Context: an optimization exercise on an open-source flow, tuned for small area. The choices shown serve that exercise and are no tape-out recipe.
Function was checked by simulation only, so behaviour that the tests miss may differ from the original.
Power and IR drop assume default switching activity.

### design/flow/design.v
module bitw_core (
    input  wire        clk,
    input  wire        rst,           
    input  wire        cmd_valid,
    output wire        cmd_ready,
    input  wire [2:0]  cmd_op,
    input  wire [7:0]  cmd_n,         
    input  wire [31:0] cmd_arg,       
    input  wire [31:0] cmd_num,       
    input  wire [31:0] cmd_den,       
    output wire        rsp_valid,
    output wire [2:0]  rsp_status,
    output wire [31:0] rsp_val,
    output wire [2:0]  rsp_nbytes,
    output wire [31:0] rsp_bytes
);
    localparam [3:0] S_ZAP   = 4'd0,    
                     S_IDLE  = 4'd1,
                     S_CMP   = 4'd2,    
                     S_MUL   = 4'd3,    
                     S_DIV   = 4'd4,    
                     S_FIN   = 4'd5,    
                     S_ASM   = 4'd6,    
                     S_REST  = 4'd7,    
                     S_RATE  = 4'd8,    
                     S_PRE   = 4'd9,    
                     S_PCMP  = 4'd10,   
                     S_CLR   = 4'd11,   
                     S_MAT   = 4'd12,   
                     S_RESP  = 4'd13,
                     S_UNMAT = 4'd14,   
                     S_CONV  = 4'd15;   
    reg [3:0]  st;
    reg [5:0]  cnt;
    reg [28:0] S, G;
    reg [2:0]  goff;        
    reg [30:0] NM;          
    reg [30:0] DN;          
    reg [31:0] H;
    reg [7:0]  cb;
    reg [2:0]  nb;
    reg        dflt;        
    reg        cs, cg, cv;  
    reg        cmpf;        
    reg        ck;          
    reg        asmd;        
    reg        post;        
    reg        sticky;
    reg        x;
    reg        fail, rate, g;
    reg        ini;         
    reg        mreg;        
    reg [1:0]  i0m1;
    reg [2:0]  i;
    wire isI = (cmd_op == 3'd0);
    wire isW = (cmd_op == 3'd1);
    wire isS = (cmd_op == 3'd2);
    wire isX = (cmd_op == 3'd3);
    wire isC = (cmd_op == 3'd4);
    wire isL = cmd_op[2] & (cmd_op[1] | cmd_op[0]);
    wire badn = (cmd_n[7:6] != 2'b00) | (cmd_n[5] & (cmd_n[4:0] != 5'd0));
    wire [5:0] neff = isW ? cmd_n[5:0] : 6'd0;
    wire [5:0] T    = {3'd0, nb} + neff;
    wire       e    = (nb != 3'd0);
    wire [2:0] k    = isW ? T[5:3] : (isX ? {2'b00, e} : 3'd0);
    wire [2:0] nbp  = isW ? T[2:0] : 3'd0;
    wire       ep   = (nbp != 3'd0);
    wire [3:0] delta = isW ? ({1'b0, k} + {3'd0, ep} - {3'd0, e}) : 4'd0;
    wire c0 = (cnt == 6'd0);
    wire serial = (cnt < 6'd29);
    wire [2:0] ln  = cnt[5] ? k : ((cnt[4:3] == 2'd0) ? 3'd3 : {1'b0, cnt[4:3] - 2'd1});
    wire [5:0] J   = {ln, ~cnt[2:0]};
    wire [5:0] idx = T - 6'd1 - J;
    reg  [4:0] aidx;
    always @(*) begin
        if (st == S_ASM) aidx = idx[4:0];
        else if (st == S_PRE || st == S_MUL || st == S_CONV) aidx = cnt[4:0];
        else aidx = 5'd0;
    end
    wire       abit = cmd_arg[aidx];
    wire J_lt_nb = (J[5:3] == 3'd0) && (J[2:0] < nb);
    wire J_lt_T  = (J < T);
    wire sbit    = J_lt_nb ? cb[0] : (J_lt_T ? abit : 1'b0);
    wire inj     = cnt[5] ? H[0] : ((ln < k) ? sbit : 1'b0);
    reg [3:0] Ks;
    always @(*) begin
        case (st)
        S_MUL:   Ks = {1'b0, i} - 4'd1 - {3'd0, e};
        S_ASM:   Ks = delta;
        S_REST:  Ks = asmd ? (4'd0 - delta) : 4'd0;
        S_MAT:   Ks = {1'b0, goff} - {3'd0, e};
        S_UNMAT: Ks = 4'd0 - {3'd0, e};
        default: Ks = 4'd0;
        endcase
    end
    wire [3:0] Kg = {1'b0, goff} - {1'b0, k};
    wire hi3  = cnt[5] | (cnt[4:2] != 3'd0) | (cnt[1:0] == 2'd3);
    wire Kst  = hi3 ? Ks[3] : Ks[cnt[1:0]];
    wire Kgt  = hi3 ? Kg[3] : Kg[cnt[1:0]];
    wire csin = c0 ? 1'b0 : cs;
    wire sadd = S[0] ^ Kst ^ csin;
    wire scout = (S[0] & Kst) | (S[0] & csin) | (Kst & csin);
    wire cgin = c0 ? 1'b0 : cg;
    wire gadd = G[0] ^ Kgt ^ cgin;
    wire gcout = (G[0] & Kgt) | (G[0] & cgin) | (Kgt & cgin);
    wire vx   = (st == S_UNMAT) ? ~sadd : ((st == S_CONV) ? ~abit : sadd);
    wire vy   = (st == S_ASM) ? gadd : G[0];
    wire cvin = c0 ? ((st == S_UNMAT) || (st == S_CONV)) : cv;
    wire vadd = vx ^ vy ^ cvin;
    wire vcout = (vx & vy) | (vx & cvin) | (vy & cvin);
    wire kb    = (cnt == 6'd28) | (c0 & ep);
    wire cmpin = c0 ? 1'b0 : cmpf;
    wire cmpn  = (~kb & vadd) | (~(kb ^ vadd) & cmpin);
    reg  useN, useD, agate, cin, divmode, qforce0;
    always @(*) begin
        useN = 1'b0; useD = 1'b0; agate = 1'b1; cin = 1'b0; divmode = 1'b0; qforce0 = 1'b0;
        case (st)
        S_MUL:  begin useN = mreg & ~c0; agate = c0; end
        S_PRE:  begin useN = mreg & ~c0; agate = c0; end
        S_DIV:  begin useD = 1'b1; agate = 1'b0; cin = 1'b1; divmode = 1'b1; qforce0 = c0; end
        S_PCMP: begin useD = 1'b1; agate = 1'b0; cin = sticky; end
        S_ASM:  begin agate = 1'b0; end
        S_RATE: case (cnt[2:0])
            3'd0: begin useD = 1'b1; cin = 1'b1; end
            3'd1: begin useN = 1'b1; end
            3'd2: begin divmode = 1'b1; qforce0 = 1'b1; agate = 1'b0; end
            3'd3: begin useD = 1'b1; agate = 1'b0; cin = post; end
            default: ;
            endcase
        default: ;
        endcase
    end
    wire [31:0] NUMSRC = ini ? cmd_num : (dflt ? 32'd1 : {1'b0, NM});
    wire [31:0] DENINV = ini ? ~cmd_den : (dflt ? ~32'd2 : {1'b1, DN});
    wire [31:0] A = agate ? 32'd0 : H;
    wire [31:0] B = useN ? NUMSRC : (useD ? DENINV : 32'd0);
    wire [32:0] ADD = {1'b0, A} + {1'b0, B} + {32'd0, cin};
    wire [31:0] sum  = ADD[31:0];
    wire        cout = ADD[32];
    wire        q    = cout & ~qforce0;
    wire [31:0] R    = q ? sum : H;
    wire        bin  = (st == S_DIV) ? G[28] : sticky;
    wire [4:0] gsm  = {2'b00, G[2:0]} + {2'b00, goff};
    wire       grow = (G[28:3] == 26'd0) && (gsm < {2'b00, i});
    wire       czero = (i == 3'd1) && (S[28:1] == 28'd0) && (S[0] == e);    
    wire       remnz = (H[31:1] != 31'd0);      
    always @(posedge clk) begin
        if (divmode) H <= {R[30:0], bin};
        else         H <= {(st == S_ASM) ? inj : cout, sum[31:1]};
        if (rst) begin
            st   <= S_ZAP;
            cnt  <= 6'd0;
            nb   <= 3'd0;
            goff <= 3'd0;
            dflt <= 1'b1;
        end else begin
            cnt  <= cnt + 6'd1;
            cs   <= scout;
            cg   <= gcout;
            cv   <= vcout;
            cmpf <= cmpn;
            mreg <= ini ? abit : sadd;    
            case (st)
            S_ZAP: begin
                if (serial) begin
                    S <= {1'b0, S[28:1]};
                    G <= {1'b0, G[28:1]};
                end
                if (cnt < 6'd8) cb <= {1'b0, cb[7:1]};
                if (cnt == 6'd28) st <= S_IDLE;
            end
            S_IDLE: begin
                cnt <= 6'd0;
                if (cmd_valid) begin
                    fail <= 1'b0; rate <= 1'b0; g <= 1'b0; i <= 3'd1; ini <= isI;
                    asmd <= 1'b0; post <= 1'b0;
                    if (isL || (isW && badn) || isS)
                        st <= S_RESP;
                    else if (isC)
                        st <= S_MAT;
                    else if (isW)
                        st <= (k == 3'd0) ? S_ASM : S_CMP;
                    else if (isX)
                        st <= e ? S_CMP : S_ASM;
                    else
                        st <= S_RATE;
                end
            end
            S_CMP: begin
                cnt <= 6'd0;
                if (grow && !g) begin g <= 1'b1; i0m1 <= i[1:0] - 2'd1; end
                if (grow && !czero)
                    st <= S_MUL;
                else begin
                    if (grow) goff <= 3'd1;      
                    if (i < k) i <= i + 3'd1;
                    else st <= S_ASM;
                end
            end
            S_MUL: begin
                if (serial) S <= {S[0], S[28:1]};
                if (!c0) G <= {sum[0], G[28:1]};
                if (cnt == 6'd29) begin st <= S_DIV; cnt <= 6'd0; end
            end
            S_DIV: begin
                G <= {G[27:0], q};
                if (c0 && cout) begin
                    fail <= 1'b1; st <= S_REST; cnt <= 6'd0;
                end else if (cnt == 6'd29)
                    st <= S_FIN;
            end
            S_FIN: begin
                cnt <= 6'd0;
                goff <= {1'b0, i[1:0] - 2'd1} + {2'b00, remnz};
                if (ini)
                    st <= S_CONV;
                else if (isW && i < k) begin
                    i <= i + 3'd1; st <= S_CMP;
                end else
                    st <= S_ASM;
            end
            S_ASM: begin
                if (serial) begin
                    S <= {sadd, S[28:1]};
                    G <= {isX ? 1'b0 : gadd, G[28:1]};
                end
                if (cnt == 6'd28) ck <= cmpn | vcout;
                if (cnt[5] && !ck)
                    cb <= {sbit, cb[7:1]};
                else if (cnt[5:3] == 3'd1)
                    cb <= {cb[0], cb[7:1]};
                if (cnt == 6'd39) begin
                    goff <= 3'd0;
                    cnt <= 6'd0;
                    if (ck) begin fail <= 1'b1; asmd <= 1'b1; st <= S_REST; end
                    else st <= S_RESP;
                end
            end
            S_REST: begin
                if (serial) begin
                    S <= {sadd, S[28:1]};
                    G <= {(c0 & i0m1[0]) | ((cnt == 6'd1) & i0m1[1]), G[28:1]};
                end
                goff <= 3'd0;
                if (cnt == 6'd28) st <= S_RESP;
            end
            S_RATE: begin
                if (cnt[2:0] == 3'd0) x <= cout;           
                if (cnt[2:0] == 3'd1) sticky <= sum[0];    
                if (cnt[2:0] == 3'd3) begin
                    if (post) begin
                        NM <= sum[30:0]; DN <= ~cmd_den[30:0]; dflt <= 1'b0;
                    end else
                        x <= x | ~cout | cmd_num[31];      
                end
                if (cnt[2:0] == 3'd4) begin
                    cnt <= 6'd0;
                    if (post) st <= S_RESP;
                    else if (x) begin rate <= 1'b1; st <= S_RESP; end
                    else if (cmd_arg[31:28] != 4'd0) begin fail <= 1'b1; st <= S_RESP; end
                    else st <= S_PRE;
                end
            end
            S_PRE: begin
                sticky <= ((cnt == 6'd1) ? 1'b0 : sticky) | sum[0];
                if (cnt == 6'd28) begin st <= S_PCMP; cnt <= 6'd0; end
            end
            S_PCMP: begin
                cnt <= 6'd0;
                if (cout) begin fail <= 1'b1; st <= S_CLR; end
                else st <= S_MUL;
            end
            S_CLR: st <= S_RESP;
            S_MAT: begin
                if (serial) begin
                    S <= {S[0], S[28:1]};
                    G <= {vadd, G[28:1]};
                end
                if (cnt == 6'd28) begin goff <= 3'd0; st <= S_RESP; end
            end
            S_UNMAT: begin
                if (serial) begin
                    S <= {S[0], S[28:1]};
                    G <= {vadd, G[28:1]};
                end
                if (cnt == 6'd28) st <= S_IDLE;
            end
            S_CONV: begin
                if (serial) begin
                    S <= {abit, S[28:1]};
                    G <= {vadd, G[28:1]};
                end
                if (cnt < 6'd8) cb <= {1'b0, cb[7:1]};
                if (cnt == 6'd28) begin st <= S_RATE; post <= 1'b1; cnt <= 6'd0; end
            end
            S_RESP: begin
                cnt <= 6'd0;
                st <= (isC && !rate && !fail) ? S_UNMAT : S_IDLE;
                if (!fail && !rate && (isW || isX || isI) && !(isW && badn))
                    nb <= nbp;
            end
            default: st <= S_IDLE;
            endcase
        end
    end
    wire resp = (st == S_RESP);
    wire ok   = !isL && !(isW && badn) && !rate && !fail;
    wire selS = ok & (isS | isX);
    wire selG = ok & isC;
    assign cmd_ready  = resp;
    assign rsp_valid  = resp & cmd_valid;
    assign rsp_status = isL ? 3'd5 : (isW && badn) ? 3'd3 : rate ? 3'd1 : fail ? 3'd4 : 3'd0;
    assign rsp_val    = {3'd0, ({29{selS}} & S) | ({29{selG}} & G)};
    assign rsp_nbytes = ok ? k : 3'd0;
    assign rsp_bytes  = H;
endmodule
### design/flow/flow/run.sh
#!/bin/bash
# The standard layout (standard.sh) with two changes that only affect how
# the cells are chosen:
#  * synthesis is the standard flow's own synthesis script, with Yosys's abc pass given an
#    area-oriented ABC script (abc_area.script) instead of ORFS's speed script;
#  * the port buffers that buffer_ports inserts are buf_1 cells.
# Each tool's output goes to a log file in this folder (and ORFS's own logs).
set -euo pipefail
work=$(pwd)
fl=$work/flow

# synth_recipe.tcl with the abc pass redirected to our ABC script
{
  head -n 1 synth_recipe.tcl
  cat <<TCL
proc abc {args} {
  set i [lsearch -exact \$args -script]
  if {\$i >= 0} { lset args [expr {\$i + 1}] {$fl/abc_area.script} }
  yosys abc {*}\$args
}
TCL
  tail -n +2 synth_recipe.tcl
} > synth_area.tcl

# the standard command, synthesis only, with our synthesis script
sed -E "s#SYNTH_SCRIPT=[^ ]+#SYNTH_SCRIPT=$work/synth_area.tcl#" standard.sh > standard_area.sh
bash standard_area.sh synth > synth.log 2>&1

# the rest of the standard flow; synthesis is up to date and not rerun
# clock tree options, if the version gives them (flow/cts_args)
cts=()
if [[ -f $fl/cts_args ]]; then cts=("CTS_ARGS=$(cat "$fl/cts_args")"); fi
bash standard.sh BUFFER_PORTS_ARGS="-buffer_cell sky130_fd_sc_hd__buf_1" "${cts[@]}" finish > layout.log 2>&1
### design/flow/flow/abc_area.script
strash
&get -n
&fraig -x
&put
scorr
dc2
strash
&get -n
&dch -f
&nf -R 1000
&put
strash
&get -n
&dch -f
&nf -R 1000
&put
topo
stime -c
### design/flow/flow/cts_args
-sink_clustering_enable -repair_clock_nets -buf_list sky130_fd_sc_hd__clkbuf_8 -dont_use_dummy_load
### design/flow/standard.sh
#!/bin/bash
# synth_recipe.tcl (not shown) runs the flow's synth.tcl, then flattens the netlist and writes it again
# the make line also repeats each setting of config.mk as NAME=value (left out here)
make -C /OpenROAD-flow-scripts/flow DESIGN_CONFIG=/design/flow/config.mk WORK_HOME=/design/flow/orfs CLKGATE_MAP_FILE= SYNTH_SCRIPT=/design/flow/synth_recipe.tcl "${@:-finish}"
### design/flow/config.mk
export PLATFORM = sky130hd
export DESIGN_NAME = bitw_core
export DESIGN_NICKNAME = bitw_core
export VERILOG_FILES = /design/flow/design.v
export SDC_FILE = /design/flow/constraint.sdc
export NUM_CORES = 4
export LEC_CHECK = 0
export CAP_MARGIN = 20
export CORE_MARGIN = 2
export CORE_UTILIZATION = 75
export SLEW_MARGIN = 20
### design/flow/constraint.sdc
create_clock -name core_clock -period 8.0 [get_ports {clk}]
set_input_delay 1.6000 -clock core_clock [delete_from_list [all_inputs] [get_ports {clk}]]
set_output_delay 1.6000 -clock core_clock [all_outputs]
set_load 0.01 [all_outputs]
==> results.txt, run 1 <==
Status
The run finished with no timing, DRC or antenna violations.

Worst setup path
The critical path buffer and inverter count is 6. The startpoint-to-endpoint class of the critical path is flop to flop. The largest delay contributor family on the critical path is compound AO/OA/AOI/OAI gates. For the worst setup path, the data required time is around 8.4 ns.

The worst register-to-register path has a setup slack of 0.34 ns. The endpoint kind of the worst setup timing path is a flop. Along the worst path, the maximum fanout reaches 28. The largest individual stage delay along the critical path comes from the cell sky130_fd_sc_hd__a2111oi_1. STA classifies the critical path startpoint as a flop.

At the worst endpoint, the arrival time is 8.03 ns. For this run, the slowest stage of the critical path takes 0.42 ns.

Timing
The final setup TNS is 0 ns. The final critical-path required period is roughly 7.7 ns. Across all hold checks on the routed design, the worst slack comes to about 0.43 ns. The setup violation total in the final timing report is 0. The final count of hold timing violations is 0. At the pin with the least slew margin, the transition time is approximately 1.1 ns. After layout, the worst setup slack is between 0.3 and 0.4 ns.

The max-slew violation count is 0. The final cycle utilization of the critical path is 0.957. Between clock sinks in the finished design, the worst skew comes to 0.0483 ns. Timing would allow up to around 130 MHz. The worst slew slack as a fraction of its limit is 0.256.

Drt
The number of vias per cell is 6.85. For this run, design rule violations remaining after detail routing come to 0. For this block, the via count after detailed routing is 11808. The total wirelength of the detailed-routed design is 36800 um. The count of TritonRoute iterations in the first routing pass is 8. After the first detailed-routing iteration, the DRC count stood at about 1800. The count of nets left with antenna violations once routing finished came out at 0.

The routed length per placed instance is 21.4 um.

Global route
The aggregate global routing overflow is 0. The initial antenna violation count is 0. Entering global routing, the biggest net connects 64 pins. The wire length of the first global-routing pass is between 50000 and 60000 um.

The via count of the first global-routing pass is 10991. For this run, the total global-route usage over all layers was measured as 0.413.

Floorplan
The initial utilization of the core area, before any placement, comes to 0.761. The die width is 130 um. The number of placement rows is 46. The count of pins on the block boundary is ~180. The floorplan step set the die height to 130 um. The floorplan core area is about 16000 um^2. The area of the die is 17000 um^2.

Power and ir drop
The total power density per cell area is between 200 and 300 nW/um^2. Summed over all cells, the static leakage comes to 5.11 nW. The peak supply drop is ~230 uV.

Yosys
Counting flops with an async set or reset pin after synthesis yields a share of 0. The share of Yosys cell area claimed by the top area cell type is 0.368. The distinct cell type count after synthesis is 52. The sequential area share after synthesis is 0.450.

For this run, the number of Yosys warnings is 1. Summing every instance area after synthesis gives about 12000 um^2. The prevailing post-synth register cell is sky130_fd_sc_hd__edfxtp_1. After synthesis, the cell types taking the most area are sky130_fd_sc_hd__edfxtp_1 37%, sky130_fd_sc_hd__ha_1 8.2%, sky130_fd_sc_hd__dfxtp_1 8.2%, sky130_fd_sc_hd__nor2_1 5.8%, sky130_fd_sc_hd__o21ai_0 4.6%. The synthesized design spends more area on one cell type than any other, namely sky130_fd_sc_hd__edfxtp_1. The synthesized design contains around 150 enable-type register cells. Synthesis inferred ~200 register bits. In this run the mean area of a mapped cell was 9.47 um^2. In the synthesized netlist, the number of instances is between 1000 and 1500.

Clocking
The clock latency at the later pin of the worst-skew pair is ~0.50 ns. The H-tree was split into 4 levels. The clock transition at the registers of the reported paths is about 0.090 ns. TritonCTS built the clock tree. Buffers inserted during clock tree synthesis total 17. The tree is rooted in a sky130_fd_sc_hd__clkbuf_8. For this design, the sink count on the clock tree is between 150 and 200.

Buffers inserted to repair hold after CTS numbered 0. Counting along the longest clock path gives a buffer depth of 2.

Placed design
The post-DP HPWL is about 26000 um. At the end of routability-driven placement, the weighted congestion stood at approximately 1.1. In this run the tool buffered the top-level ports with about 180 buffer cells.

The setup slack at placement is -0.112 ns.

Cells and area
The post-route core utilization is 0.865. The share of final-layout standard cells stronger than drive strength 1 is 0.0630. Relative to the synthesized area, the layout overhead comes to 13.7%. The number of antenna diodes in the final layout is 0. The number of nets in the finished design is roughly 1700.

Job
Max-cap violations in this run came to 0.

Hold path
The worst hold-check path type is flop to flop.
-- placed cells by master (no fill, tap or decap), drive strengths merged, types with 4 or more instances in the layout --
cell type / Yosys / final
ha: 79 / 79
a311oi: 5 / 5
xnor2: 21 / 21
nor4: 27 / 27
o21ai: 111 / 111
mux4: 8 / 8
nor2: 185 / 185
xor2: 25 / 25
and2: 40 / 40
nor3: 21 / 21
a2111oi: 4 / 4
a22oi: 37 / 37
o21bai: 4 / 4
buf: 3 / 224
fa: 10 / 10
nand2b: 15 / 15
or2: 4 / 4
nor2b: 12 / 12
a22o: 30 / 30
nand4: 6 / 6
clkbuf: 0 / 17
a21o: 17 / 17
o22ai: 37 / 37
a31oi: 14 / 14
a21oi: 86 / 86
edfxtp: 147 / 147
nand2: 111 / 111
clkinv: 78 / 78
nand3: 24 / 24
dfxtp: 49 / 49
and3: 10 / 10
a211oi: 7 / 7
-- Yosys cell counts (all sizes together), types with 3 or more instances --
cell type	count
and3	10
ha	79
a211oi	7
a211o	3
clkinv	78
a311oi	5
dfxtp	49
nand4	6
a2111oi	4
a22oi	37
edfxtp	147
nor4	27
o21a	3
a21oi	86
a221oi	3
nand2	111
o21bai	4
xor2	25
nor3b	3
nand3	24
a31oi	14
or2	4
nand2b	15
a21boi	3
o22ai	37
mux4	8
xnor2	21
o21ai	111
a21o	17
a22o	30
nor2b	12
and2	40
nor2	185
buf	3
fa	10
or4	3
nor3	21
-- through the flow --
step	std cells	power (mW)	cell area (um^2)
floorplan	1269	2.77	12000
global placement	1704	3.28	13300
detailed placement	1704	3.37	13300
CTS	1721	3.87	13500
global route	1723	4.20	13600
finish	1723	4.02	13600
-- state kept, by name, indices dropped and copies added, names as in the netlist, 2 cells and up --
register and cells:
NM 31, DN 31, i0m1 2, cb 8, G 29, H 32, goff 3, cnt 6
S 29, nb 3, st 4, i 3
-- routing by layer --
layer	routed length [um]	global-route usage	vias up	part of all wire
met3	4600	0.0745	207	0.13
met4	1910	0.186	0	0.052
met2	17000	0.671	1013	0.46
met5	0	0	-	0
li1	-	-	5184	-
met1	13300	0.549	5404	0.36
-- report_power, final --
| part | internal (mW) | leakage, nW | total [mW] | switching, mW |
|---|---|---|---|---|
| Sequential | 1.44 | 1.76 | 1.68 | 0.234 |
| Combinational | 0.646 | 3.23 | 1.83 | 1.18 |
| Clock | 0.189 | 0.122 | 0.514 | 0.325 |
-- kinds of logic (layout without fill, tap and decap cells) --
kind of cell	count (synthesis)	count (layout)	share of synthesized area
AND/OR/NAND/NOR	466	466	0.178
AO/OA/AOI/OAI	378	378	0.196
multiplexers	10	10	0.0167
XOR/XNOR	46	46	0.0336
buffers and inverters	81	319	0.0263
adder cells (fa/ha/maj)	89	89	0.0991
flip-flops	196	196	0.450
other	1	3	0.000313
-- worst register-to-register path: cells and delay by family (launching register included) --
| family | cells | cell delay [ns] |
|---|---|---|
| AOI/OAI and AO/OA | 20 | 3.95 |
| and+or+nand+nor | 13 | 1.53 |
| buffers and inverters | 6 | 1.06 |
| adders and majority gates | 2 | 0.64 |
| DFF | 1 | 0.36 |
-- area by class of cell --
cell class | count | area (um^2)
clock buffers | 17 | 234
fillers | 846 | 2130
inverters | 78 | 293
multi-input cells | 992 | 6400
flip-flops and latches | 196 | 5400
well taps | 216 | 270
repair buffers | 224 | 1040
-- worst paths after layout --
check	start	end	depth (start not counted)
worst max-delay path	cnt[1]$_SDFF_PP0_	H[2]$_DFF_P_	41
worst min-delay path	cb[2]$_DFFE_PP_	cb[1]$_DFFE_PP_	0
worst max register to register	cnt[1]$_SDFF_PP0_	H[2]$_DFF_P_	41
worst min register to register	cb[2]$_DFFE_PP_	cb[1]$_DFFE_PP_	0
-- what timing repair did --
action | in CTS | in global routing
resized for setup | 2 | 18
endpoints found under the setup margin | 5 | 42
pin swaps | 0 | 2
buffers inserted | 0 | 2
==> inputs of run 2 (changes only) <==
--- a/design/flow/config.mk
+++ b/design/flow/config.mk
@@ -7,5 +7,5 @@
 export LEC_CHECK = 0
 export CAP_MARGIN = 20
 export CORE_MARGIN = 2
-export CORE_UTILIZATION = 75
+export CORE_UTILIZATION = 65
 export SLEW_MARGIN = 20
==> results.txt, run 2 <==
Cells and area
In the final layout, the registers with the most flip-flops are H (32), DN (31), NM (31). The flip-flop count of the largest register after layout is 32 (unchanged). In the layout the commonest cells are 179 x sky130_fd_sc_hd__nor2_1, 178 x sky130_fd_sc_hd__buf_1, 147 x sky130_fd_sc_hd__edfxtp_1.

The post-route cell area is 13700 um^2 (+0.75%). The number of fillers in the final layout is 1325 (+57%). The antenna cell count is 0 (unchanged). Relative to the synthesized area, the layout overhead comes to 14.5%. Ranked by flip-flop count, first place goes to H.

The number of nets in the finished design is 1719 (+0.64%). Leaving out fill and tap cells, the most frequent cell in the layout is sky130_fd_sc_hd__nor2_1. The share of final-layout standard cells stronger than drive strength 1 is 0.0665 (+0.00350).

Yosys
The distinct cell type count after synthesis is 52 (unchanged). The complex-gate fraction of the synthesized area is 0.196 (unchanged). The combined area of all synthesized cells is 12000 um^2 (unchanged).

The share of the synthesized netlist area taken by xor and xnor gates was 0.0336 (unchanged). The synthesized instance count is 1267 (unchanged). The main combinational cell family by area after synthesis is compound AO/OA/AOI/OAI gates.

Ranked by total cell area, the synthesized netlist is headed by sky130_fd_sc_hd__edfxtp_1 37%, sky130_fd_sc_hd__ha_1 8.2%, sky130_fd_sc_hd__dfxtp_1 8.2%, sky130_fd_sc_hd__nor2_1 5.8%, sky130_fd_sc_hd__o21ai_0 4.6%. The prevailing post-synth register cell is sky130_fd_sc_hd__edfxtp_1. The leading area contributor after synthesis is sky130_fd_sc_hd__edfxtp_1.

The sequential area share after synthesis was 0.450 (unchanged). The post-synthesis share of cell area spent on full adders, half adders and majority gates is 0.0991 (unchanged). The fraction of registers with async set or reset after synthesis is 0 (unchanged).

The total of warnings raised by yosys is 1 (unchanged). The number of synthesized flops with an enable pin was 147 (unchanged). The share of Yosys cell area claimed by the top area cell type is 0.368 (unchanged). The post-synthesis register bit count is 196 (unchanged).

The commonest cells after synthesis are 185 x sky130_fd_sc_hd__nor2_1, 147 x sky130_fd_sc_hd__edfxtp_1, 111 x sky130_fd_sc_hd__nand2_1, 111 x sky130_fd_sc_hd__o21ai_0, 86 x sky130_fd_sc_hd__a21oi_1. The multiplexer share of the synthesized area is 0.0167 (unchanged). The post-synthesis area per instance came to 9.47 um^2 (unchanged). The simple-gate area share of the yosys netlist is 0.178 (unchanged). The most used standard cell by instance count after synthesis is sky130_fd_sc_hd__nor2_1.

Worst setup path
The worst setup path is launched from an input port. The startpoint-to-endpoint class of the critical path is input port to flop. The worst-path maximum fanout came to 5 (-82%). The data required time of the worst path is 8.21 ns (-0.17 ns). The worst endpoint data arrival time is 7.77 ns (-0.26 ns). The worst setup path is captured at a flop.

Timing
The final cycle utilization of the critical path is 0.945 (-0.0123). The worst setup skew after layout was 0.0440 ns (-0.00428 ns). The worst hold slack is 0.428 ns (-0.000645 ns).

The max-slew violation count is 0 (unchanged). The final count of hold timing violations is 0 (unchanged). The maximum clock frequency came to 132 MHz (+1.3%). The final critical-path required period is 7.56 ns (-0.0985 ns).

Setup repair after global routing left no endpoint under its margin. The actual transition at the worst max-transition pin is 0.848 ns (-0.268 ns). The setup violation total in the final timing report is 0 (unchanged). The worst slew slack as a fraction of its limit is 0.435 (+0.178).

Drt
The detailed-route DRC error count came to 0 (unchanged). The total vias in the final route is 11280 (-4.5%). The total wirelength of the detailed-routed design is 34300 um (-6.9%). The number of vias per cell was 6.46 (-5.8%). The violation count after the first detailed-route iteration came to 937 (-48%).

The remaining antenna violation count came to 0 (unchanged). The count of TritonRoute iterations in the first routing pass came to 6 (-2). The routed length per placed instance is 19.6 um (-8.2%).

Floorplan
The area of the die was 19600 um^2 (+15%). The height of the die is 140 um (+7.2%). The floorplan core area is 18000 um^2 (+14%). The die width is 140 um (+7.2%). The initial core utilization came to 0.665 (-0.0951). The count of pins on the block boundary is 182 (unchanged).

The number of placement rows is 49 (+6.5%).

Clocking
The number of hold buffers added after cts is 0 (unchanged). The clock latency at the later pin of the worst-skew pair was 0.48 ns (-0.02 ns). TritonCTS built the clock tree. The number of clock buffers inserted by TritonCTS is 17 (unchanged). The H-tree depth is 4 (unchanged).

The sink count of the clock tree is 196 (unchanged). Clock tree synthesis selected as its root buffer the cell sky130_fd_sc_hd__clkbuf_8. The clock transition at the registers of the reported paths is 0.08 ns (about the same). The maximum number of buffers from clock root to sink is 2 (unchanged).

Status
The flow ran to the end and the layout has no timing, DRC or antenna violations.

Power and ir drop
The static leakage is 5.16 nW (+1.0%). The peak supply drop was 211 uV (-9.5%). The total power density per cell area was 288 nW/um^2 (-2.3%).

Global route
The via count of the first global-routing pass came to 10589 (-3.7%). The aggregate global routing overflow is 0 (unchanged). The wire length of the first global-routing pass was 54400 um (about the same).

The combined global-route utilization of all metal layers came to 0.345 (-0.0680). The maximum number of pins on one net before global-route repair came to 64 (unchanged). The initial antenna violation count is 0 (unchanged).

Placed design
The post-DP HPWL came to 25600 um (-1.0%). The global placement routability congestion came to 1.00 (-11%). The instance area after placement came to 13400 um^2 (+0.72%). The port buffer count is 178 (unchanged).

Job
The reported max-cap violation count came to 0 (unchanged).

Hold path
The worst hold-check path type is flop to flop.
==> run 2: kinds of logic (layout without fill, tap and decap cells) <==
kind of cell / after synthesis / count (layout)
and+or+nand+nor: 466 / 466
AOI/OAI and AO/OA: 378 / 378
DFF: 196 / 196
adders and majority gates: 89 / 89
buffers and inverters: 81 / 330
xor gates and xnor gates: 46 / 46
muxes: 10 / 10
other: 1 / 3
==> run 2: final cells by class <==
type                            count  area, um^2  area share
Sequential cell                   196        5400       0.393
Clock buffer                       17         234      0.0170
Tap cell                          229         287      0.0209
Multi-Input combinational cell    992        6380       0.465
Timing Repair Buffer              235        1140      0.0831
Inverter                           78         297      0.0216
==> run 2: path summary, 6_finish.rpt <==
| check | from | to | slack [ns] | cells past startpoint |
|---|---|---|---|---|
| max | cmd_op[2] | ck$_DFFE_PP_ | 0.44 | 27 |
| min reg2reg | cb[6]$_DFFE_PP_ | cb[5]$_DFFE_PP_ | 0.43 | 0 |
| min | cb[6]$_DFFE_PP_ | cb[5]$_DFFE_PP_ | 0.43 | 0 |
| max reg2reg | cnt[0]$_SDFF_PP0_ | H[2]$_DFF_P_ | 0.60 | 39 |
==> run 2: metrics by stage <==
stage	setup TNS, ns	worst slack, ns	power [mW]	instances	util
final	0	0.442	3.95	1747	0.762
after global routing	0	0.0124	4.19	1747	0.762
after CTS	0	0.136	3.88	1742	0.756
after detailed placement	-0.000425	-0.000425	3.39	1725	0.743
after global placement	0	0.237	3.32	1724	0.742
after floorplan	0	0.0379	2.77	1269	-
==> run 2: worst max-delay path, stage by stage <==
cell	delay [ns]
sky130_fd_sc_hd__buf_1	0.09
sky130_fd_sc_hd__nand2b_1	0.17
sky130_fd_sc_hd__nor2_1	0.11
sky130_fd_sc_hd__and2_0	0.17
sky130_fd_sc_hd__ha_1	0.21
sky130_fd_sc_hd__fa_1	0.39
sky130_fd_sc_hd__and2_0	0.17
sky130_fd_sc_hd__nor2_1	0.22
sky130_fd_sc_hd__nand2_1	0.10
sky130_fd_sc_hd__and3_1	0.20
sky130_fd_sc_hd__ha_1	0.28
sky130_fd_sc_hd__clkinv_1	0.06
sky130_fd_sc_hd__ha_1	0.22
sky130_fd_sc_hd__fa_1	0.48
sky130_fd_sc_hd__nand2_1	0.08
sky130_fd_sc_hd__ha_1	0.28
sky130_fd_sc_hd__a311oi_1	0.28
sky130_fd_sc_hd__a21oi_1	0.11
sky130_fd_sc_hd__o31ai_1	0.26
sky130_fd_sc_hd__a22oi_1	0.14
sky130_fd_sc_hd__fa_1	0.64
sky130_fd_sc_hd__a21oi_1	0.08
sky130_fd_sc_hd__a311oi_2	0.25
sky130_fd_sc_hd__fa_1	0.47
sky130_fd_sc_hd__ha_1	0.30
sky130_fd_sc_hd__a31o_1	0.22
sky130_fd_sc_hd__or2_0	0.19
==> run 2: layer usage <==
layer  vias to the layer above  track usage  routed length [um]
met1                      5352        0.492               14200
met5                         -            0                   0
met4                         0        0.118                1000
met2                       646        0.542               15900
li1                       5195            -                   -
met3                        87       0.0571                3160
==> run 2: report_power, final <==
part,switching [mW],internal [mW],total (mW)
logic,1.13,0.664,1.80
registers,0.217,1.44,1.66
clock network,0.308,0.188,0.496
==> run 2: timing repair <==
action	CTS	global route
gates resized for setup	0	13
endpoints found under the setup margin	0	42
buffers inserted	0	5
==> inputs of run 3 (changes only) <==
--- a/design/flow/config.mk
+++ b/design/flow/config.mk
@@ -7,5 +7,5 @@
 export LEC_CHECK = 0
 export CAP_MARGIN = 20
 export CORE_MARGIN = 2
-export CORE_UTILIZATION = 65
+export CORE_UTILIZATION = 60
 export SLEW_MARGIN = 20
==> results.txt, run 3 <==
Clocking
The sink count of the clock tree is 196 (unchanged). The number of clock buffers inserted by TritonCTS is 17 (unchanged). The clock tree root buffer cell is sky130_fd_sc_hd__clkbuf_8. The number of buffers inserted to repair setup after CTS came to 0 (unchanged).

The H-tree depth is 4 (unchanged). The clock transition at the registers of the reported paths was 0.08 ns (about the same). The clock latency at the later pin of the worst-skew pair was 0.48 ns (about the same).

The number of hold buffers added after cts is 0 (unchanged). TritonCTS built the clock tree. The maximum number of buffers from clock root to sink is 2 (unchanged). The post-cts repair resize count is 0 (unchanged).

Yosys
Sorting the synthesized cells by how often they occur yields 185 x sky130_fd_sc_hd__nor2_1, 147 x sky130_fd_sc_hd__edfxtp_1, 111 x sky130_fd_sc_hd__nand2_1, 111 x sky130_fd_sc_hd__o21ai_0, 86 x sky130_fd_sc_hd__a21oi_1. Yosys attributes the largest share of cell area to sky130_fd_sc_hd__edfxtp_1 37%, sky130_fd_sc_hd__ha_1 8.2%, sky130_fd_sc_hd__dfxtp_1 8.2%, sky130_fd_sc_hd__nor2_1 5.8%, sky130_fd_sc_hd__o21ai_0 4.6%. The distinct cell type count after synthesis is 52 (unchanged). The total of warnings raised by yosys is 1 (unchanged). The share of Yosys cell area claimed by the top area cell type is 0.368 (unchanged). The post-synthesis register bit count is 196 (unchanged). The leading area contributor after synthesis is sky130_fd_sc_hd__edfxtp_1. The fraction of registers with async set or reset after synthesis was 0 (unchanged). The synthesized instance count was 1267 (unchanged). The prevailing post-synth register cell is sky130_fd_sc_hd__edfxtp_1. The multiplexer share of the synthesized area is 0.0167 (unchanged). The sequential area share after synthesis is 0.450 (unchanged). The combined area of all synthesized cells is 12000 um^2 (unchanged). The share of the synthesized netlist area taken by xor and xnor gates is 0.0336 (unchanged). The post-synthesis share of cell area spent on full adders, half adders and majority gates came to 0.0991 (unchanged). The post-synthesis area per instance is 9.47 um^2 (unchanged).

Among all cell types in the netlist, the one instantiated most often is sky130_fd_sc_hd__nor2_1. The main combinational cell family by area after synthesis is compound AO/OA/AOI/OAI gates. The simple-gate area share of the yosys netlist came to 0.178 (unchanged). The complex-gate fraction of the synthesized area is 0.196 (unchanged). The number of synthesized flops with an enable pin was 147 (unchanged).

Cells and area
Relative to the synthesized area, the layout overhead comes to 14.0%. The number of nets in the finished design came to 1711 (-0.47%). The library cell used most frequently in the layout, excluding fill and tap cells, is sky130_fd_sc_hd__nor2_1. The largest registers in the layout are H (32), DN (31), NM (31). In the layout the commonest cells are 179 x sky130_fd_sc_hd__nor2_1, 178 x sky130_fd_sc_hd__buf_1, 147 x sky130_fd_sc_hd__edfxtp_1. The register with the most flip-flops is H. The register area came to 5400 um^2 (unchanged). The area occupied by multi-input gates is 6370 um^2 (-0.24%). The non-filler instance count after layout is 1775 (+1.6%). The flip-flop count of the largest register after layout is 32 (unchanged).

The share of final-layout standard cells stronger than drive strength 1 came to 0.0596 (-0.00693). The antenna cell count was 0 (unchanged). The number of fillers in the final layout is 1572 (+19%).

Floorplan
The height of the die is 145 um (+4.0%). The die width is 145 um (+4.0%). The floorplan core area was 19500 um^2 (+8.3%).

The count of pins on the block boundary is 182 (unchanged). The number of placement rows came to 51 (+4.1%). The initial core utilization was 0.614 (-0.0512).

The area of the die is 21100 um^2 (+8.1%).

Timing
The final cycle utilization of the critical path was 0.940 (-0.00443). The final setup TNS is 0 ns (unchanged). The maximum clock frequency is 133 MHz (+0.47%). The max-slew violation count is 0 (unchanged). The worst hold slack came to 0.428 ns (+0.000381 ns). The worst slew slack as a fraction of its limit is 0.385 (-0.0495). The final critical-path required period is 7.52 ns (-0.0355 ns). The actual transition at the worst max-transition pin is 0.914 ns (+0.0658 ns). The final count of hold timing violations is 0 (unchanged). The slack of the critical path is 0.478 ns (+0.0355 ns). The worst setup skew after layout is 0.0483 ns (+0.00434 ns). The setup violation total in the final timing report is 0 (unchanged). Setup repair after global routing left no endpoint under its margin.

Job
The reported max-cap violation count is 0 (unchanged).

Drt
The total wirelength of the detailed-routed design is 34000 um (-0.81%). The total vias in the final route came to 10921 (-3.2%). The count of TritonRoute iterations in the first routing pass is 7 (+1). The detailed-route DRC error count is 0 (unchanged). The routed length per placed instance is 19.2 um (-2.4%). The number of vias per cell was 6.15 (-4.7%). The remaining antenna violation count is 0 (unchanged).

The violation count after the first detailed-route iteration is 922 (-1.6%).

Global route
The aggregate global routing overflow is 0 (unchanged). The via count of the first global-routing pass is 10594 (+0.047%). The initial antenna violation count is 0 (unchanged).

The maximum number of pins on one net before global-route repair is 64 (unchanged). The combined global-route utilization of all metal layers came to 0.319 (-0.0263). The wire length of the first global-routing pass is 54200 um (-0.36%).

Placed design
The setup slack at placement is 0.0633 ns (+0.0637 ns). The global placement routability congestion is 1.01 (+0.58%). The post-DP HPWL is 25200 um (-1.5%). The port buffer count is 178 (unchanged). The number of cells after detailed placement is 1758 (+1.9%).

Worst setup path
For this design, the slowest cell found on the critical path is sky130_fd_sc_hd__fa_1. The cell type with the highest occurrence count on the critical path is sky130_fd_sc_hd__ha_1. The critical path buffer and inverter count is 3 (+1). The minimum setup slack among reg-to-reg paths is 0.69 ns (+0.09 ns). The worst endpoint data arrival time is 7.73 ns (-0.04 ns).

The worst-path maximum fanout is 5 (unchanged). The maximum cell stage delay along the critical path was 0.63 ns (about the same). In this design, the largest share of critical-path delay is due to adder cells.

The worst flop-to-flop path endpoint is st[3]$_SDFFE_PP0P_. The endpoint kind of the worst setup timing path is a flop. The worst setup path is of the input port to flop kind. The data required time of the worst path was 8.21 ns (about the same). The worst reg2reg path startpoint is cnt[4]$_SDFF_PP0_.

The number of cell instances on the worst register-to-register path was 40 (+2.6%). The element type at the critical path start is an input port.

Status
The flow ran to the end and the layout has no timing, DRC or antenna violations.

Hold path
For hold timing, the worst endpoint is cb[2]$_DFFE_PP_. The worst hold-check path type is flop to flop. The worst hold path begins at cb[3]$_DFFE_PP_.

The cell depth of the worst min-delay path is 0 (unchanged).

Power and ir drop
The static leakage is 5.11 nW (-0.95%). The post-route total power was 3.91 mW (-1.1%). The peak supply drop is 223 uV (+5.6%). The total power density per cell area was 286 nW/um^2 (-0.60%).
run 3: worst reg2reg max path: cells and delay by family, from the launching register on:
family                     cells  cell delay [ns]
AOI/OAI and AO/OA             20             3.72
and+or+nand+nor               14             1.91
adders and majority gates      2             0.66
buffers and inverters          4             0.50
DFF                            1             0.37
run 3: cells by family (layout without fill, tap and decap cells):
kind of cell	Yosys count	count (layout)
simple gates	466	466
compound gates	378	378
flops	196	196
fa+ha+maj	89	89
buf+inv	81	322
xor+xnor	46	46
mux	10	10
other cells	1	3
run 3: power breakdown:
group | internal (mW) | switching, mW
clock | 0.189 | 0.309
combinational | 0.642 | 1.12
sequential | 1.44 | 0.213
run 3: per-layer routing:
metal  part of all wire  track usage
met5                  0            0
met4              0.028        0.101
met3              0.087       0.0536
met2               0.46        0.512
met1               0.43        0.447
run 3: how the worst max path moves through the flow:
stage	from	endpoint	slack, ns	cells after the start
2_1_floorplan	cnt[1]$_SDFF_PP0_	H[17]$_DFF_P_	0.04	36
3_3_place_gp	cmd_op[2]	ck$_DFFE_PP_	0.26	27
3_5_place_dp	cmd_op[0]	ck$_DFFE_PP_	0.06	27
4_1_cts	cnt[4]$_SDFF_PP0_	st[2]$_SDFFE_PP0P_	0.33	40
5_1_grt	cmd_op[0]	ck$_DFFE_PP_	0.06	27
6_report	cmd_op[0]	ck$_DFFE_PP_	0.48	27
run 3: final cells by class:
class,instances,area share
multi-input cells,992,0.466
flip-flops and latches,196,0.395
repair buffers,227,0.0767
well taps,265,0.0243
inverters,78,0.0214
clock buffers,17,0.0171
run 3: per-stage QoR:
| step | instance area (um^2) | util |
|---|---|---|
| after floorplan | 12000 | - |
| after global routing | 13700 | 0.700 |
| after global placement | 13400 | 0.686 |
| after detailed placement | 13400 | 0.686 |
| after CTS | 13600 | 0.698 |
| final | 13700 | 0.700 |
==> inputs of run 4 (changes only) <==
--- a/design/flow/flow/run.sh
+++ b/design/flow/flow/run.sh
@@ -24,7 +24,7 @@
 
 # the standard command, synthesis only, with our synthesis script
 sed -E "s#SYNTH_SCRIPT=[^ ]+#SYNTH_SCRIPT=$work/synth_area.tcl#" standard.sh > standard_area.sh
-bash standard_area.sh synth > synth.log 2>&1
+bash standard_area.sh ADDER_MAP_FILE= synth > synth.log 2>&1
 
 # the rest of the standard flow; synthesis is up to date and not rerun
 # clock tree options, if the version gives them (flow/cts_args)
==> results.txt, run 4 <==
Yosys
The distinct cell type count after synthesis is 55 (+5.8%). The number of synthesized flops with an enable pin is 147 (unchanged). The synthesized instance count was 1338 (+5.6%). By area the synthesized netlist is led by sky130_fd_sc_hd__edfxtp_1 38%, sky130_fd_sc_hd__dfxtp_1 8.4%, sky130_fd_sc_hd__nor2_1 7.7%, sky130_fd_sc_hd__a21oi_1 4.9%, sky130_fd_sc_hd__nand2_1 4.4%. Among all flip-flop cells after synthesis, the most frequent one is sky130_fd_sc_hd__edfxtp_1. The post-synthesis share of cell area spent on full adders, half adders and majority gates is 0.00512 (-0.0940). The most used standard cell by instance count after synthesis is sky130_fd_sc_hd__nor2_1. The simple-gate area share of the yosys netlist is 0.221 (+0.0428).

Sorting the synthesized cells by how often they occur yields 240 x sky130_fd_sc_hd__nor2_1, 147 x sky130_fd_sc_hd__edfxtp_1, 137 x sky130_fd_sc_hd__nand2_1. The share of Yosys cell area claimed by the top area cell type came to 0.376 (+0.00816). The sequential area share after synthesis came to 0.460 (+0.00998). The total of warnings raised by yosys is 1 (unchanged).

The synthesized design spends more area on one cell type than any other, namely sky130_fd_sc_hd__edfxtp_1. The fraction of registers with async set or reset after synthesis came to 0 (unchanged). The combined area of all synthesized cells is 11700 um^2 (-2.2%). The post-synthesis area per instance is 8.77 um^2 (-7.4%). By area, the combinational part of the netlist is dominated by compound AO/OA/AOI/OAI gates. The multiplexer share of the synthesized area is 0.0161 (-0.000589). The complex-gate fraction of the synthesized area came to 0.232 (+0.0353). The post-synthesis register bit count is 196 (unchanged). The share of the synthesized netlist area taken by xor and xnor gates is 0.0463 (+0.0127).

Drt
The total wirelength of the detailed-routed design is 35100 um (+3.1%). The remaining antenna violation count is 0 (unchanged). The length of routed met2 wiring was 16600 um (+7.1%). The highest metal layer with signal wires is met4. The count of TritonRoute iterations in the first routing pass came to 6 (-1). The number of vias per cell came to 6.31 (+2.6%). The routed length per placed instance is 19.0 um (-0.61%).

The detailed-route DRC error count is 0 (unchanged). The met1 layer wirelength in the final routing is 15000 um (+3.1%). The violation count after the first detailed-route iteration is 1012 (+9.8%).

The detailed-routed wire length on met3 is 2440 um (-18%). The total vias in the final route is 11623 (+6.4%).

Timing
The max-slew violation count is 0 (unchanged). The setup violation total in the final timing report is 0 (unchanged). The maximum clock frequency is 133 MHz (+0.18%). The final cycle utilization of the critical path is 0.939 (-0.00167).

The actual transition at the worst max-transition pin is 0.915 ns (+0.00189 ns). The worst slew slack as a fraction of its limit is 0.372 (-0.0131). The worst hold slack came to 0.410 ns (-0.0180 ns). The worst setup skew after layout is 0.0437 ns (-0.00465 ns). The final critical-path required period was 7.51 ns (-0.0134 ns). The final setup TNS is 0 ns (unchanged). The slack of the critical path is 0.491 ns (+0.0134 ns). The final count of hold timing violations is 0 (unchanged).

Clocking
The clock transition at the registers of the reported paths is 0.09 ns (about the same). The number of buffers inserted to repair setup after CTS is 0 (unchanged). The clock latency at the later pin of the worst-skew pair was 0.48 ns (about the same). The sink count of the clock tree is 196 (unchanged). The tree is rooted in a sky130_fd_sc_hd__clkbuf_8. The maximum number of buffers from clock root to sink was 2 (unchanged). The number of clock buffers inserted by TritonCTS was 17 (unchanged). The H-tree depth was 4 (unchanged).

TritonCTS built the clock tree.

Status
The flow ran to the end and the layout has no timing, DRC or antenna violations.

Floorplan
The number of placement rows is 51 (unchanged). The die width is 144 um (-1.1%). The floorplan core area is 19300 um^2 (-0.98%). The height of the die is 144 um (-1.1%).

The initial core utilization was 0.607 (-0.00738). The count of pins on the block boundary is 182 (unchanged). The area of the die was 20700 um^2 (-2.1%).

Worst setup path
The worst reg2reg path startpoint is st[2]$_SDFFE_PP0P_. The endpoint kind of the worst setup timing path is a flop. The timing endpoint of the critical path is st[1]$_SDFFE_PP0P_. Tracing the worst setup path back leads to its startpoint at cmd_num[0]. The cell type with the highest occurrence count on the critical path is sky130_fd_sc_hd__nor2_1.

The number of cell instances on the worst register-to-register path is 35 (-13%). The worst endpoint data arrival time is 7.84 ns (+0.11 ns). The element type at the critical path start is an input port.

The number of stages on the worst setup path was 34 (+26%). The data required time of the worst path is 8.33 ns (+0.12 ns). In this run the critical register-to-register path is captured at st[1]$_SDFFE_PP0P_. The largest individual stage delay along the critical path comes from the cell sky130_fd_sc_hd__maj3_1.

The worst-path maximum fanout was 3 (-2). The maximum cell stage delay along the critical path is 0.41 ns (-0.22 ns). The minimum setup slack among reg-to-reg paths was 0.56 ns (-0.13 ns). The startpoint-to-endpoint class of the critical path is input port to flop. The largest delay contributor family on the critical path is compound AO/OA/AOI/OAI gates. The critical path buffer and inverter count was 1 (-2).

Cells and area
Relative to the synthesized area, the layout overhead comes to 14.6%. The antenna cell count came to 0 (unchanged). More flip-flops sit in one register than any other, and that register is H.

The number of fillers in the final layout is 1612 (+2.5%). The flip-flop count of the largest register after layout is 32 (unchanged). The post-route core utilization is 0.695 (-0.00478).

The number of nets in the finished design is 1689 (-1.3%). In the layout the commonest cells are 237 x sky130_fd_sc_hd__nor2_1, 178 x sky130_fd_sc_hd__buf_1, 147 x sky130_fd_sc_hd__edfxtp_1. The leading cell type in the layout, fill and taps excluded is sky130_fd_sc_hd__nor2_1.

The largest registers in the layout are H (32), DN (31), NM (31). The share of final-layout standard cells stronger than drive strength 1 is 0.0533 (-0.00634). The post-route cell area is 13400 um^2 (-1.7%).

Global route
The via count of the first global-routing pass came to 10267 (-3.1%). The initial antenna violation count came to 0 (unchanged). The maximum number of pins on one net before global-route repair is 60 (-6.3%). The wire length of the first global-routing pass is 53600 um (-1.2%).

The aggregate global routing overflow is 0 (unchanged). The combined global-route utilization of all metal layers is 0.330 (+0.0103).

Placed design
The global placement routability congestion is 0.990 (-1.6%). The post-DP HPWL is 25100 um (-0.22%). The setup slack at placement is -0.0357 ns (-0.0990 ns).

The port buffer count was 178 (unchanged). The instance area after placement is 13100 um^2 (-2.0%).

Job
The reported max-cap violation count is 0 (unchanged).

Power and ir drop
The peak supply drop is 162 uV (-27%). The total power density per cell area was 259 nW/um^2 (-9.5%). The static leakage is 4.58 nW (-10%).

Hold path
The worst hold-check path type is flop to flop.
run 4: changes by cell type after synthesis, sizes merged, moves of 15 or more:
cell    change
a21oi      +29
and2       -33
clkinv     -21
ha         -79
nand2      +26
nand3      +15
nor2       +55
o221ai     +26
o22ai      -30
run 4: metrics by stage:
stage / power [mW] / instances
after floorplan: 2.46 / 1340
after global placement: 2.90 / 1825
after detailed placement: 2.94 / 1825
after CTS: 3.43 / 1842
after global routing: 3.66 / 1842
final: 3.48 / 1842
run 4: area by class of cell:
type                    count  area, um^2  share of cell area
repair buffers            223        1030              0.0763
inverters                  57         214              0.0159
multi-input cells        1084        6240               0.464
flip-flops and latches    196        5400               0.401
clock buffers              17         234              0.0174
well taps                 265         332              0.0247
run 4: cells by family (layout without fill, tap and decap cells):
kind of cell | Yosys count | after routing
AOI/OAI and AO/OA | 420 | 420
xor gates and xnor gates | 62 | 62
adders and majority gates | 6 | 6
buffers and inverters | 60 | 297
DFF | 196 | 196
muxes | 18 | 18
other | 1 | 3
and+or+nand+nor | 575 | 575
run 4: where the power goes:
| group | leakage [nW] | internal, mW | switching, mW | total [mW] |
|---|---|---|---|---|
| clock network | 0.122 | 0.189 | 0.316 | 0.505 |
| registers | 1.77 | 1.43 | 0.242 | 1.67 |
| logic | 2.69 | 0.465 | 0.835 | 1.30 |
| total | 4.58 | 2.08 | 1.39 | 3.48 |
run 4: metal layers:
metal | vias up | global-route usage
met5 | - | 0
li1 | 5494 | -
met4 | 0 | 0.114
met3 | 74 | 0.0470
met2 | 513 | 0.537
met1 | 5542 | 0.453
run 4: timing repair:
| action | in CTS | in global routing |
|---|---|---|
| setup endpoints to repair | 0 | 42 |
| resized for setup | 0 | 15 |
| hold buffers | 0 | 0 |
run 4: how the worst min path moves through the flow:
stage,start,end,cells past startpoint
finish,cb[5]$_DFFE_PP_,cb[4]$_DFFE_PP_,0
global route,cb[5]$_DFFE_PP_,cb[4]$_DFFE_PP_,0
CTS,cb[5]$_DFFE_PP_,cb[4]$_DFFE_PP_,0
detailed placement,cb[5]$_DFFE_PP_,cb[4]$_DFFE_PP_,0
global placement,cb[5]$_DFFE_PP_,cb[4]$_DFFE_PP_,0
floorplan,cb[1]$_DFFE_PP_,cb[0]$_DFFE_PP_,0
==> inputs of run 5 (changes only) <==
==> design/flow/flow/abc_area.script (replaced) <==
strash
ifraig
dc2
dch -f
amap -m
topo
stime -c
==> results.txt, run 5 <==
Yosys
The post-synthesis register bit count is 196 (unchanged). The total of warnings raised by yosys is 1 (unchanged). The leading area contributor after synthesis is sky130_fd_sc_hd__edfxtp_1. The prevailing post-synth register cell is sky130_fd_sc_hd__edfxtp_1. By count the netlist is led by 225 x sky130_fd_sc_hd__nor2_1, 200 x sky130_fd_sc_hd__clkinv_1, 149 x sky130_fd_sc_hd__o22ai_1. The sequential area share after synthesis is 0.469 (+0.00936).

sky130_fd_sc_hd__nor2_1 is the most common cell in the netlist. The combined area of all synthesized cells is 11500 um^2 (-2.0%). The fraction of registers with async set or reset after synthesis is 0 (unchanged).

The distinct cell type count after synthesis is 46 (-16%). The number of synthesized flops with an enable pin was 147 (unchanged). The synthesized instance count was 1389 (+3.8%).

The share of Yosys cell area claimed by the top area cell type is 0.384 (+0.00765). The post-synthesis area per instance is 8.28 um^2 (-5.6%). Yosys attributes the largest share of cell area to sky130_fd_sc_hd__edfxtp_1 38%, sky130_fd_sc_hd__dfxtp_1 8.5%, sky130_fd_sc_hd__o22ai_1 8.1%, sky130_fd_sc_hd__nor2_1 7.3%, sky130_fd_sc_hd__clkinv_1 6.5%.

Global route
The global-route track usage on met1 is 0.465 (+0.0118). The wire length of the first global-routing pass came to 55400 um (+3.4%). The maximum number of pins on one net before global-route repair was 64 (+6.7%). The fraction of met2 tracks used by global routing came to 0.565 (+0.0279).

The layer flagged by global routing as most heavily used is met2. The via count of the first global-routing pass is 10871 (+5.9%). The combined global-route utilization of all metal layers is 0.345 (+0.0150). The global routing usage on met3 is 0.0656 (+0.0186).

The aggregate global routing overflow is 0 (unchanged). The initial antenna violation count is 0 (unchanged).

Timing
The actual transition at the worst max-transition pin was 1.04 ns (+0.127 ns). The final count of hold timing violations is 0 (unchanged). The final setup TNS is 0 ns (unchanged). The final critical-path required period is 7.43 ns (-0.0807 ns). The max-slew violation count is 0 (unchanged). The worst hold slack was 0.429 ns (+0.0190 ns). The setup violation total in the final timing report is 0 (unchanged). The maximum clock frequency was 135 MHz (+1.1%).

The worst setup skew after layout is 0.0388 ns (-0.00485 ns). The final cycle utilization of the critical path was 0.928 (-0.0101). The worst slew slack as a fraction of its limit is 0.305 (-0.0672).

Cells and area
From synthesis to final layout, the design area changed by 13.8%. Ranked by flip-flop count, first place goes to H. In the final layout, the registers with the most flip-flops are H (32), DN (31), NM (31). Leaving out fill and tap cells, the most frequent cell in the layout is sky130_fd_sc_hd__nor2_1. The number of nets in the finished design is 1730 (+2.4%). The antenna cell count is 0 (unchanged). The flip-flop count of the largest register after layout is 32 (unchanged). The library cells used most frequently in the layout, excluding fill and tap cells, are 220 x sky130_fd_sc_hd__nor2_1, 197 x sky130_fd_sc_hd__clkinv_1, 178 x sky130_fd_sc_hd__buf_1. The share of final-layout standard cells stronger than drive strength 1 is 0.0451 (-0.00815).

Clocking
The number of clock buffers inserted by TritonCTS is 17 (unchanged). The number of hold buffers added after cts is 0 (unchanged). The clock transition at the registers of the reported paths is 0.09 ns (about the same). The sink count of the clock tree was 196 (unchanged). The maximum number of buffers from clock root to sink is 2 (unchanged).

The cell sitting at the root of the clock tree is a sky130_fd_sc_hd__clkbuf_8. The clock latency at the later pin of the worst-skew pair came to 0.47 ns (about the same). TritonCTS built the clock tree. The H-tree depth was 4 (unchanged).

Worst setup path
The startpoint-to-endpoint class of the critical path is flop to flop. The minimum setup slack among reg-to-reg paths is 0.57 ns (about the same). The worst-path maximum fanout is 11 (+8).

The cell type with the highest occurrence count on the critical path is sky130_fd_sc_hd__nand2_1. The endpoint kind of the worst setup timing path is a flop. STA classifies the critical path startpoint as a flop. The cell with the largest stage delay on the worst path is sky130_fd_sc_hd__dfxtp_1. The data required time of the worst path is 8.38 ns (+0.05 ns). The worst endpoint data arrival time is 7.80 ns (-0.04 ns). The maximum cell stage delay along the critical path was 0.58 ns (+0.17 ns).

Drt
The detailed-route DRC error count is 0 (unchanged). The routed length per placed instance is 19.1 um (+0.57%). The count of TritonRoute iterations in the first routing pass was 8 (+2). The number of vias per cell is 6.46 (+2.3%).

The total vias in the final route is 11956 (+2.9%). The remaining antenna violation count was 0 (unchanged). The violation count after the first detailed-route iteration is 1225 (+21%).

The total wirelength of the detailed-routed design is 35500 um (+1.1%).

Hold path
The worst hold-check path type is flop to flop.

Placed design
The port buffer count came to 178 (unchanged). The global placement routability congestion is 1.08 (+9.1%). The post-DP HPWL is 25800 um (+2.7%).

Floorplan
The area of the die is 20300 um^2 (-1.9%). The floorplan core area came to 18800 um^2 (-2.9%). The initial core utilization is 0.613 (+0.00586). The number of placement rows came to 50 (-2.0%). The height of the die is 142 um (-0.98%). The die width is 142 um (-0.98%). The count of pins on the block boundary is 182 (unchanged).

Power and ir drop
The static leakage is 4.11 nW (-10%). The total power density per cell area is 287 nW/um^2 (+11%). The peak supply drop is 201 uV (+25%). The post-route total power is 3.76 mW (+8.1%).

Status
The run finished with no timing, DRC or antenna violations.

Job
The reported max-cap violation count came to 0 (unchanged).
[run 5: cell types whose count changed after synthesis, sizes merged, moves of 22 or more]
cell	change
clkinv	+143
o22ai	+142
xor2	-31
nand3	-30
xnor2	-30
a21oi	-29
a22o	-29
a31oi	+22
nand2	-22
[run 5: critical path, delay by kind of cell, from the launching register on]
kind / cells / cell delay, ns
simple gates: 14 / 1.97
buf+inv: 5 / 0.80
compound gates: 19 / 3.97
flops: 1 / 0.58
[run 5: path summary, 6_finish.rpt]
kind,start,to,cells past startpoint
hold / removal,cb[7]$_SDFFCE_PP0P_,cb[6]$_DFFE_PP_,0
hold reg to reg,cb[7]$_SDFFCE_PP0P_,cb[6]$_DFFE_PP_,0
setup / recovery,st[0]$_SDFFE_PP0P_,st[1]$_SDFFE_PP0P_,38
setup reg to reg,st[0]$_SDFFE_PP0P_,st[1]$_SDFFE_PP0P_,38
[run 5: area by class of cell]
class	count	area [um^2]
Fill cell	1585	5680
Multi-Input combinational cell	992	5480
Sequential cell	196	5400
Timing Repair Buffer	213	935
Inverter	200	753
Tap cell	234	293
Clock buffer	17	234
[run 5: routing by layer]
layer | vias to the layer above | routed length [um] | part of all wire
li1 | 5681 | - | -
met1 | 5531 | 14600 | 0.41
met2 | 653 | 16600 | 0.47
met3 | 91 | 3310 | 0.093
met4 | 0 | 932 | 0.026
met5 | - | 0 | 0
[run 5: power breakdown]
part / switching, mW / internal, mW
clock network: 0.311 / 0.189
registers: 0.181 / 1.46
logic: 1.10 / 0.521
[run 5: through the flow]
stage | setup slack [ns] | instance area [um^2] | utilization | instances
2_1_floorplan | -0.0181 | 11500 | - | 1391
3_3_place_gp | 0.223 | 12800 | 0.682 | 1835
3_5_place_dp | 0.00863 | 12800 | 0.682 | 1835
4_1_cts | 0.0415 | 13000 | 0.694 | 1852
5_1_grt | -0.0163 | 13100 | 0.697 | 1852
6_report | 0.572 | 13100 | 0.697 | 1852
[run 5: kinds of logic (layout without fill, tap and decap cells)]
group           after synthesis  in the layout  synth area share
compound gates              513            513             0.282
simple gates                475            475             0.181
buf+inv                     203            430            0.0672
flops                       196            196             0.469
other cells                   1              3          0.000326
xor+xnor                      1              1          0.000762
[run 5: timing repair]
action | CTS | global route
endpoints found under the setup margin | 0 | 42
resized for setup | 0 | 15
setup buffers | 0 | 0
==> inputs of run 6 (changes only) <==
==> design/flow/flow/abc_area.script (replaced) <==
strash
dc2
dch -f
amap
topo
stime -c
==> results.txt, run 6 <==
Status
The flow ran to the end and the layout has no timing, DRC or antenna violations.

Global route
The aggregate global routing overflow is 0 (unchanged). The maximum number of pins on one net before global-route repair is 64 (unchanged). The initial antenna violation count is 0 (unchanged). The wire length of the first global-routing pass is 54300 um (-2.0%). The via count of the first global-routing pass is 10559 (-2.9%).

The combined global-route utilization of all metal layers is 0.339 (-0.00551).

Clocking
The H-tree depth came to 4 (unchanged). The clock transition at the registers of the reported paths is 0.07 ns (-0.02 ns). The CTS tree is done.

The number of clock buffers inserted by TritonCTS is 17 (unchanged). The number of hold buffers added after cts is 0 (unchanged). The sink count of the clock tree was 196 (unchanged).

The clock tree root buffer cell is sky130_fd_sc_hd__clkbuf_8. The maximum number of buffers from clock root to sink is 2 (unchanged). The clock latency at the later pin of the worst-skew pair came to 0.49 ns (+0.02 ns).

Yosys
The share of Yosys cell area claimed by the top area cell type is 0.384 (+0.000460). The distinct cell type count after synthesis is 43 (-6.5%). Ranked by instance count, the synthesized netlist is headed by 242 x sky130_fd_sc_hd__nor2_1, 204 x sky130_fd_sc_hd__clkinv_1, 181 x sky130_fd_sc_hd__o22ai_1. The fraction of registers with async set or reset after synthesis is 0 (unchanged). The post-synthesis register bit count is 196 (unchanged).

The sequential area share after synthesis came to 0.470 (+0.000562). The prevailing post-synth register cell is sky130_fd_sc_hd__edfxtp_1. The total of warnings raised by yosys was 1 (unchanged). The leading area contributor after synthesis is sky130_fd_sc_hd__edfxtp_1. The post-synthesis area per instance came to 8.25 um^2 (-0.41%). The combined area of all synthesized cells is 11500 um^2 (-0.12%).

The number of synthesized flops with an enable pin is 147 (unchanged). The most used standard cell by instance count after synthesis is sky130_fd_sc_hd__nor2_1. The synthesized instance count is 1393 (+0.29%). Yosys attributes the largest share of cell area to sky130_fd_sc_hd__edfxtp_1 38%, sky130_fd_sc_hd__o22ai_1 9.9%, sky130_fd_sc_hd__dfxtp_1 8.5%, sky130_fd_sc_hd__nor2_1 7.9%, sky130_fd_sc_hd__clkinv_1 6.7%.

Placed design
The port buffer count is 178 (unchanged). The number of cells after detailed placement is 1852 (+0.93%). The global placement routability congestion is 0.953 (-12%). The post-DP HPWL is 25700 um (-0.59%). The instance area after placement is 12900 um^2 (+0.50%).

Floorplan
The area of the die is 20300 um^2 (-0.11%). The height of the die was 142 um (about the same). The number of placement rows is 50 (unchanged).

The initial core utilization is 0.612 (-0.000733). The count of pins on the block boundary is 182 (unchanged). The die width is 142 um (about the same).

The floorplan core area was 18800 um^2 (unchanged).

Timing
Setup repair after global routing left no endpoint under its margin. The final setup TNS came to 0 ns (unchanged). The final cycle utilization of the critical path is 0.918 (-0.0107).

The setup violation total in the final timing report is 0 (unchanged). The final count of hold timing violations is 0 (unchanged). The maximum clock frequency is 136 MHz (+1.2%).

The final critical-path required period is 7.34 ns (-0.0855 ns). The worst slew slack as a fraction of its limit came to 0.325 (+0.0197). The worst setup skew after layout is 0.0485 ns (+0.00961 ns). The max-slew violation count was 0 (unchanged). The actual transition at the worst max-transition pin is 0.987 ns (-0.0551 ns).

Worst setup path
The worst endpoint data arrival time is 7.68 ns (-0.12 ns). The worst-path maximum fanout is 31 (+20). The cell with the largest stage delay on the worst path is sky130_fd_sc_hd__dfxtp_1. The data required time of the worst path came to 8.34 ns (-0.04 ns). The cell type with the highest occurrence count on the critical path is sky130_fd_sc_hd__nand2_1. The worst setup path is launched from a flop. The startpoint-to-endpoint class of the critical path is flop to flop. The endpoint kind of the worst setup timing path is a flop. The minimum setup slack among reg-to-reg paths is 0.66 ns (+0.09 ns). The maximum cell stage delay along the critical path is 0.36 ns (-0.22 ns). The timing startpoint of the critical path is cnt[1]$_SDFF_PP0_. The worst reg2reg path startpoint is cnt[1]$_SDFF_PP0_.

Drt
The count of TritonRoute iterations in the first routing pass is 5 (-3). The remaining antenna violation count came to 0 (unchanged). The met1 layer wirelength in the final routing is 14400 um (-1.4%). The total wirelength of the detailed-routed design came to 34800 um (-1.8%). The length of routed met2 wiring is 16300 um (-1.7%). The violation count after the first detailed-route iteration was 1046 (-15%). The number of vias per cell is 6.27 (-2.9%). The detailed router used layers up to and including met4.

The detailed-route DRC error count came to 0 (unchanged). The total vias in the final route is 11720 (-2.0%). The routed length per placed instance is 18.6 um (-2.7%). The detailed-routed wire length on met3 is 3290 um (-0.60%).

Cells and area
In the layout the commonest cells are 236 x sky130_fd_sc_hd__nor2_1, 201 x sky130_fd_sc_hd__clkinv_1, 179 x sky130_fd_sc_hd__o22ai_1. The area added between synthesis and finish is 14.8%. The antenna cell count came to 0 (unchanged). The non-filler instance count after layout is 1869 (+0.92%).

The flip-flop count of the largest register after layout came to 32 (unchanged). The post-route cell area is 13200 um^2 (+0.74%). The register with the most flip-flops is H. The post-route core utilization is 0.702 (+0.00513).

The largest registers in the layout are H (32), DN (31), NM (31). The number of nets in the finished design is 1747 (+0.98%). The leading cell type in the layout, fill and taps excluded is sky130_fd_sc_hd__nor2_1. The share of final-layout standard cells stronger than drive strength 1 is 0.0569 (+0.0118).

Power and ir drop
The static leakage is 4.14 nW (+0.65%). The peak supply drop is 158 uV (-22%). The total power density per cell area was 290 nW/um^2 (+0.80%).

Job
The reported max-cap violation count came to 0 (unchanged).

Hold path
The path class of the tightest hold or removal check is flop to flop. The source of the worst hold timing path is cb[2]$_DFFE_PP_.
[run 6: path summary, 6_finish.rpt]
check | end | depth (start not counted)
max | H[31]$_DFF_P_ | 43
min | cb[1]$_DFFE_PP_ | 0
max reg2reg | H[31]$_DFF_P_ | 43
min reg2reg | cb[1]$_DFFE_PP_ | 0
[run 6: worst max-delay path, delay by kind of cell, from the launching register on]
kind	cells	cell delay [ns]
and+or+nand+nor	15	1.56
DFF	1	0.36
AOI/OAI and AO/OA	21	4.01
buffers and inverters	7	1.30
[run 6: logic make-up (layout without fill, tap and decap cells)]
family / Yosys count / in the layout / share of synthesized area
AOI/OAI and AO/OA: 492 / 492 / 0.272
DFF: 196 / 196 / 0.470
other: 1 / 3 / 0.000326
and+or+nand+nor: 497 / 497 / 0.189
buffers and inverters: 207 / 447 / 0.0686
[run 6: what timing repair did]
action	CTS	global route
setup endpoints to repair	1	44
gates resized for setup	1	23
setup buffers	0	0
pin swaps	0	2
[run 6: power by group]
group | internal (mW) | switching [mW] | total [mW]
Clock | 0.189 | 0.313 | 0.502
Sequential | 1.43 | 0.159 | 1.59
Combinational | 0.569 | 1.16 | 1.73
Total | 2.19 | 1.63 | 3.82
[run 6: layer usage]
layer	vias up	track usage
li1	5685	-
met1	5375	0.463
met2	589	0.560
met3	71	0.0633
met4	0	0.0891
met5	-	0
[run 6: metrics by stage]
step           hold WS, ns  total power [mW]  setup WS (ns)
3_3_place_gp         0.404              3.23        -0.0326
3_5_place_dp         0.407              3.27         -0.250
6_report             0.421              3.82          0.658
2_1_floorplan        0.400              2.72         0.0410
4_1_cts              0.423              3.76         0.0277
5_1_grt              0.430              4.05         0.0452
[run 6: area by class of cell]
| cell class | count | area, um^2 |
|---|---|---|
| clock buffer | 17 | 234 |
| fill | 1557 | 5590 |
| inverter | 204 | 771 |
| multi-input combinational | 992 | 5460 |
| sequential | 196 | 5400 |
| tap | 234 | 293 |
| timing repair buffer | 226 | 1030 |

Check on run 6: ideal ports give 0.658 ns setup slack; a clkbuf_16 on the clock port and buf_2 on the inputs give 0.658 ns; moving port delays by the midpoint clock arrival (0.506 ns) as well gives 0.209 ns.
